This design comes from an exercise in tuning for small area on the open sky130 flow, not from production work. Only simulation tests tie the RTL to the original design; equivalence was not proved. Power and IR drop assume default switching activity.

lane 2:
==> flow/design.v <==
module umps_chardev (
    input  wire        clk,
    input  wire        rst,           
    input  wire [7:0]  clock_rate,    
    input  wire        tick,          
    input  wire        req_valid,
    input  wire        req_write,
    input  wire [7:0]  req_addr,      
    input  wire [31:0] req_wdata,
    output reg         rvalid,
    output reg  [31:0] rdata,
    input  wire [15:0] working,       
    input  wire [7:0]  rx_valid,      
    input  wire [63:0] rx_data,
    output wire [7:0]  rx_ready,
    output reg  [7:0]  prn_valid,     
    output wire [63:0] prn_data,
    output reg  [7:0]  tx_valid,      
    output wire [63:0] tx_data,
    output wire [4:0]  ip             
);
    wire       do_write = req_valid & req_write;
    wire       do_read  = req_valid & ~req_write;
    wire       hit_prn  = req_addr[7:5] == 3'b011;    
    wire       hit_term = req_addr[7:5] == 3'b100;    
    wire [2:0] dev      = req_addr[4:2];
    wire [1:0] idx      = req_addr[1:0];
    wire [7:0] opcode   = req_wdata[7:0];
    wire       op_reset = opcode == 8'd0;
    wire       op_ack   = opcode == 8'd1;
    wire       op_char  = opcode == 8'd2;
    wire [31:0] wbus = rst ? 32'd0 : req_wdata;
    reg [63:0] tod;
    always @(posedge clk) begin
        if (rst)
            tod <= 64'd0;
        else
            tod <= tod + {63'd0, tick};
    end
    wire [16:0] now = tod[16:0];
    wire [16:0] cr      = {9'd0, clock_rate};
    wire [16:0] lat80   = cr * 17'd80;
    reg  [16:0] lat_m1;
    always @(*) begin
        case ({hit_term, op_char})
            2'b00:   lat_m1 = cr * 17'd40  - 17'd1;    
            2'b01:   lat_m1 = cr * 17'd8   - 17'd1;    
            2'b10:   lat_m1 = cr * 17'd400 - 17'd1;    
            default: lat_m1 = lat80        - 17'd1;    
        endcase
    end
    wire [16:0] dl_new   = now + lat_m1;    
    wire [16:0] dl_retry = now + lat80;     
    function [3:0] opdec;                   
        input [7:0] op;
        reg z;
        begin
            z = ~|op[7:2];
            opdec = {~z | (op[1] & op[0]), z & op[1] & ~op[0],
                     z & ~op[1] & op[0], z & ~op[1] & ~op[0]};
        end
    endfunction
    function pend_of;
        input [3:0] d;
        input       busy;
        input       e;
        pend_of = ~busy & ~d[1] & ~(d[0] & e);
    endfunction
    reg  [31:0] p_cmd   [0:7];
    reg  [31:0] p_data0 [0:7];
    reg  [16:0] p_dl    [0:7];
    reg  [7:0]  p_busy;
    wire [7:0]  pend6;
    wire [2:0]  p_code  [0:7];
    reg  [31:0] t_rcmd  [0:7];
    reg  [31:0] t_tcmd  [0:7];
    reg  [16:0] t_rdl   [0:7];    
    reg  [16:0] t_tdl   [0:7];
    reg  [7:0]  t_rbusy;
    reg  [7:0]  t_tbusy;
    reg  [7:0]  t_rxfull;
    reg  [7:0]  t_rxbyte [0:7];
    wire [7:0]  pend7;
    wire [15:0] r_stat  [0:7];
    wire [15:0] x_stat  [0:7];
    assign ip       = {|pend7, |pend6, 3'b000};
    assign rx_ready = ~t_rxfull;
    wire op_busy = op_reset | op_char;    
    genvar g;
    generate
        for (g = 0; g < 8; g = g + 1) begin : dv
            wire [3:0] pd   = opdec(p_cmd[g][7:0]);
            wire p_sel  = do_write & hit_prn & (dev == g) & ~p_busy[g];
            wire p_wcmd = p_sel & (idx == 2'd1);
            wire p_wdat = p_sel & (idx == 2'd2);
            wire p_done = tick & p_busy[g] & (now == p_dl[g]);
            wire p_char = p_cmd[g][1];      
            wire p_e    = p_dl[g][16];      
            assign prn_data[8*g +: 8] = p_data0[g][7:0];
            assign pend6[g]  = pend_of(pd, p_busy[g], p_e);
            assign p_code[g] = p_busy[g] ? 3'd3 :
                               pd[3]     ? 3'd2 :
                               (pd[2] & p_e) ? 3'd4 : 3'd1;
            always @(posedge clk) begin
                if (rst | p_wcmd) p_cmd[g]   <= wbus;
                if (rst | p_wdat) p_data0[g] <= wbus;
                if (p_wcmd)       p_dl[g]     <= dl_new;
                else if (p_done)  p_dl[g][16] <= p_char & ~working[g];
                if (rst)          p_dl[g][16] <= 1'b1;
            end
            always @(posedge clk) begin
                if (rst) begin
                    p_busy[g]    <= 1'b0;
                    prn_valid[g] <= 1'b0;
                end else begin
                    prn_valid[g] <= p_done & p_char & working[g];
                    if (p_wcmd)
                        p_busy[g] <= op_busy;
                    else if (p_done)
                        p_busy[g] <= 1'b0;
                end
            end
            wire [3:0] rd_ = opdec(t_rcmd[g][7:0]);
            wire r_wcmd = do_write & hit_term & (dev == g) & (idx == 2'd1) & ~t_rbusy[g];
            wire r_due  = tick & t_rbusy[g] & (now == t_rdl[g]);
            wire r_char = t_rcmd[g][1];
            wire r_retry = r_due & r_char & ~t_rxfull[g];
            wire r_take  = r_due & r_char & t_rxfull[g] & working[8+g];
            wire r_e     = t_rdl[g][16];
            assign pend7[g] = pend_of(rd_, t_rbusy[g], r_e) |
                              pend_of(opdec(t_tcmd[g][7:0]), t_tbusy[g], t_tdl[g][16]);
            assign r_stat[g] = t_rbusy[g] ? 16'd3 :
                               rd_[3]     ? 16'd2 :
                               rd_[2]     ? (r_e ? 16'd4 : {t_rdl[g][7:0], 8'd5}) :
                                            16'd1;
            always @(posedge clk) begin
                if (rst | r_wcmd) t_rcmd[g] <= wbus;
                if (r_wcmd)       t_rdl[g]  <= dl_new;
                else if (r_retry) t_rdl[g]  <= dl_retry;
                else if (r_due)   t_rdl[g]  <= {r_char & ~working[8+g], t_rdl[g][15:8], t_rxbyte[g]};
                if (rst)          t_rdl[g][16] <= 1'b1;
            end
            always @(posedge clk) begin
                if (rst)
                    t_rbusy[g] <= 1'b0;
                else if (r_wcmd)
                    t_rbusy[g] <= op_busy;
                else if (r_due & ~r_retry)
                    t_rbusy[g] <= 1'b0;
            end
            always @(posedge clk) begin
                if (rst)
                    t_rxfull[g] <= 1'b0;
                else if (r_take)
                    t_rxfull[g] <= 1'b0;
                else if (rx_valid[g])
                    t_rxfull[g] <= 1'b1;
                if (rx_valid[g] & ~t_rxfull[g])
                    t_rxbyte[g] <= rx_data[8*g +: 8];
            end
            wire [3:0] xd   = opdec(t_tcmd[g][7:0]);
            wire x_wcmd = do_write & hit_term & (dev == g) & (idx == 2'd3) & ~t_tbusy[g];
            wire x_done = tick & t_tbusy[g] & (now == t_tdl[g]);
            wire x_char = t_tcmd[g][1];
            wire x_e    = t_tdl[g][16];
            assign tx_data[8*g +: 8] = t_tcmd[g][15:8];
            assign x_stat[g] = t_tbusy[g] ? 16'd3 :
                               xd[3]      ? 16'd2 :
                               xd[2]      ? {t_tcmd[g][15:8], 5'd0, 2'b10, ~x_e} :
                                            16'd1;
            always @(posedge clk) begin
                if (rst | x_wcmd) t_tcmd[g] <= wbus;
                if (x_wcmd)       t_tdl[g]     <= dl_new;
                else if (x_done)  t_tdl[g][16] <= x_char & ~working[8+g];
                if (rst)          t_tdl[g][16] <= 1'b1;
            end
            always @(posedge clk) begin
                if (rst) begin
                    t_tbusy[g]  <= 1'b0;
                    tx_valid[g] <= 1'b0;
                end else begin
                    tx_valid[g] <= x_done & x_char & working[8+g];
                    if (x_wcmd)
                        t_tbusy[g] <= op_busy;
                    else if (x_done)
                        t_tbusy[g] <= 1'b0;
                end
            end
        end
    endgenerate
    wire [7:0] dsel;
    assign dsel = 8'd1 << dev;
    wire [3:0] isel;
    assign isel = 4'd1 << idx;
    reg [31:0] rd_mux;
    integer k;
    always @(*) begin
        rd_mux = 32'd0;
        for (k = 0; k < 8; k = k + 1) begin
            rd_mux = rd_mux
                | ({32{hit_prn  & dsel[k] & isel[0]}} & {29'd0, p_code[k]})
                | ({32{hit_prn  & dsel[k] & isel[1]}} & p_cmd[k])
                | ({32{hit_prn  & dsel[k] & isel[2]}} & p_data0[k])
                | ({32{hit_term & dsel[k] & isel[0]}} & {16'd0, r_stat[k]})
                | ({32{hit_term & dsel[k] & isel[1]}} & t_rcmd[k])
                | ({32{hit_term & dsel[k] & isel[2]}} & {16'd0, x_stat[k]})
                | ({32{hit_term & dsel[k] & isel[3]}} & t_tcmd[k]);
        end
        rd_mux = rd_mux
            | ({32{req_addr == 8'd160}} & tod[31:0])
            | ({32{req_addr == 8'd161}} & tod[63:32])
            | ({32{req_addr == 8'd165}} & {24'd0, pend6})
            | ({32{req_addr == 8'd166}} & {24'd0, pend7});
    end
    always @(posedge clk) begin
        rvalid <= do_read & ~rst;
        rdata  <= rd_mux;
    end
endmodule
clock: 10.0 ns
lec_check: 0
cap_margin: 20
core_margin: 2
core_utilization: 55
cts_buf_list: sky130_fd_sc_hd__clkbuf_8
cts_cluster_diameter: 70
cts_cluster_size: 15
place_density: 0.75
slew_margin: 20
standard.sh (not shown) runs the stock make flow with config.mk's settings and CLKGATE_MAP_FILE= SYNTH_SCRIPT=/design/flow/synth_recipe.tcl, a recipe that flattens the netlist after the stock synthesis.
==> flow/flow/run.sh <==
#!/bin/bash
set -euo pipefail
bash standard.sh finish "BUFFER_PORTS_ARGS=-buffer_cell sky130_fd_sc_hd__buf_1" > flow_make.log 2>&1
### lane 2 -> lane 4
--- a/flow/design.v
+++ b/flow/design.v
@@ -84,4 +84,5 @@
     wire [15:0] r_stat  [0:7];
     wire [15:0] x_stat  [0:7];
+    wire [7:0]  x_byte;           
     assign ip       = {|pend7, |pend6, 3'b000};
     assign rx_ready = ~t_rxfull;
@@ -165,4 +166,5 @@
             wire x_e    = t_tdl[g][16];
             assign tx_data[8*g +: 8] = t_tcmd[g][15:8];
+            assign x_byte[g] = ~t_tbusy[g] & xd[2];
             assign x_stat[g] = t_tbusy[g] ? 16'd3 :
                                xd[3]      ? 16'd2 :
@@ -204,6 +206,7 @@
                 | ({32{hit_term & dsel[k] & isel[0]}} & {16'd0, r_stat[k]})
                 | ({32{hit_term & dsel[k] & isel[1]}} & t_rcmd[k])
-                | ({32{hit_term & dsel[k] & isel[2]}} & {16'd0, x_stat[k]})
-                | ({32{hit_term & dsel[k] & isel[3]}} & t_tcmd[k]);
+                | ({32{hit_term & dsel[k] & isel[2]}} & {29'd0, x_stat[k][2:0]})
+                | ({32{hit_term & dsel[k] & isel[3]}} & t_tcmd[k])
+                | ({32{hit_term & dsel[k] & isel[2] & x_byte[k]}} & {16'd0, t_tcmd[k][15:8], 8'd0});
         end
         rd_mux = rd_mux
### Flow results
- Sequential-to-total area share from yosys stat ends up lower on lane 2.
- Compared with lane 2, maximum vdd ir drop in lane 4 increased by a few percent.
- Of the two values seen for highest-delay cell along the critical path, sky130_fd_sc_hd__or4_1 was produced by lane 2 and sky130_fd_sc_hd__xor2_1 by lane 4.
- Between lane 2 and lane 4, least setup slack across all paths after layout is higher for lane 2, lane 4 comes in under that.
- Lane 4 reports a higher share of cell area taken by flip-flops and latches than lane 2 does.
- Lane 4 against lane 2: met3 track demand over resource in global routing now smaller; total leakage power now larger; total number of sequential cells comparable.
- Lane 4 vs. lane 2: post-synthesis instance area now smaller, power per unit of standard cell area level, sum of internal, switching and leakage power decreased 0.43%, power share of the combinational group saw a decrease.

[separate check: timing with driven ports]
The flow's constraints put no driver on any port. The routed layouts listed below were extracted and timed again, unchanged, in two steps.
Step 1 assumes that a clkbuf_16 drives the clock port and a buf_2 every other input.
Step 2 times the ports against the registers' clock, not the clock port: input delays grow and output delays shrink by t, the midpoint of the rising clock arrivals with the driver on.
Slacks: ideal ports / drivers / drivers and shift; pairs: ideal ports / drivers.
run | shift t [ns] | setup slack, ns | worst register clock-pin slew, ns | worst data-port slew with drivers (ns)
lane 2 | 1.024 | 2.695 / 2.759 / 1.735 | 0.11 / 0.11 | 0.18
lane 4 | 0.994 | 2.582 / 2.625 / 1.630 | 0.11 / 0.11 | 0.13
After both steps every run listed still meets setup and hold. For lane 2, which loses most, drivers alone change the setup slack by +0.064 ns; drivers and shift together by -0.960 ns.
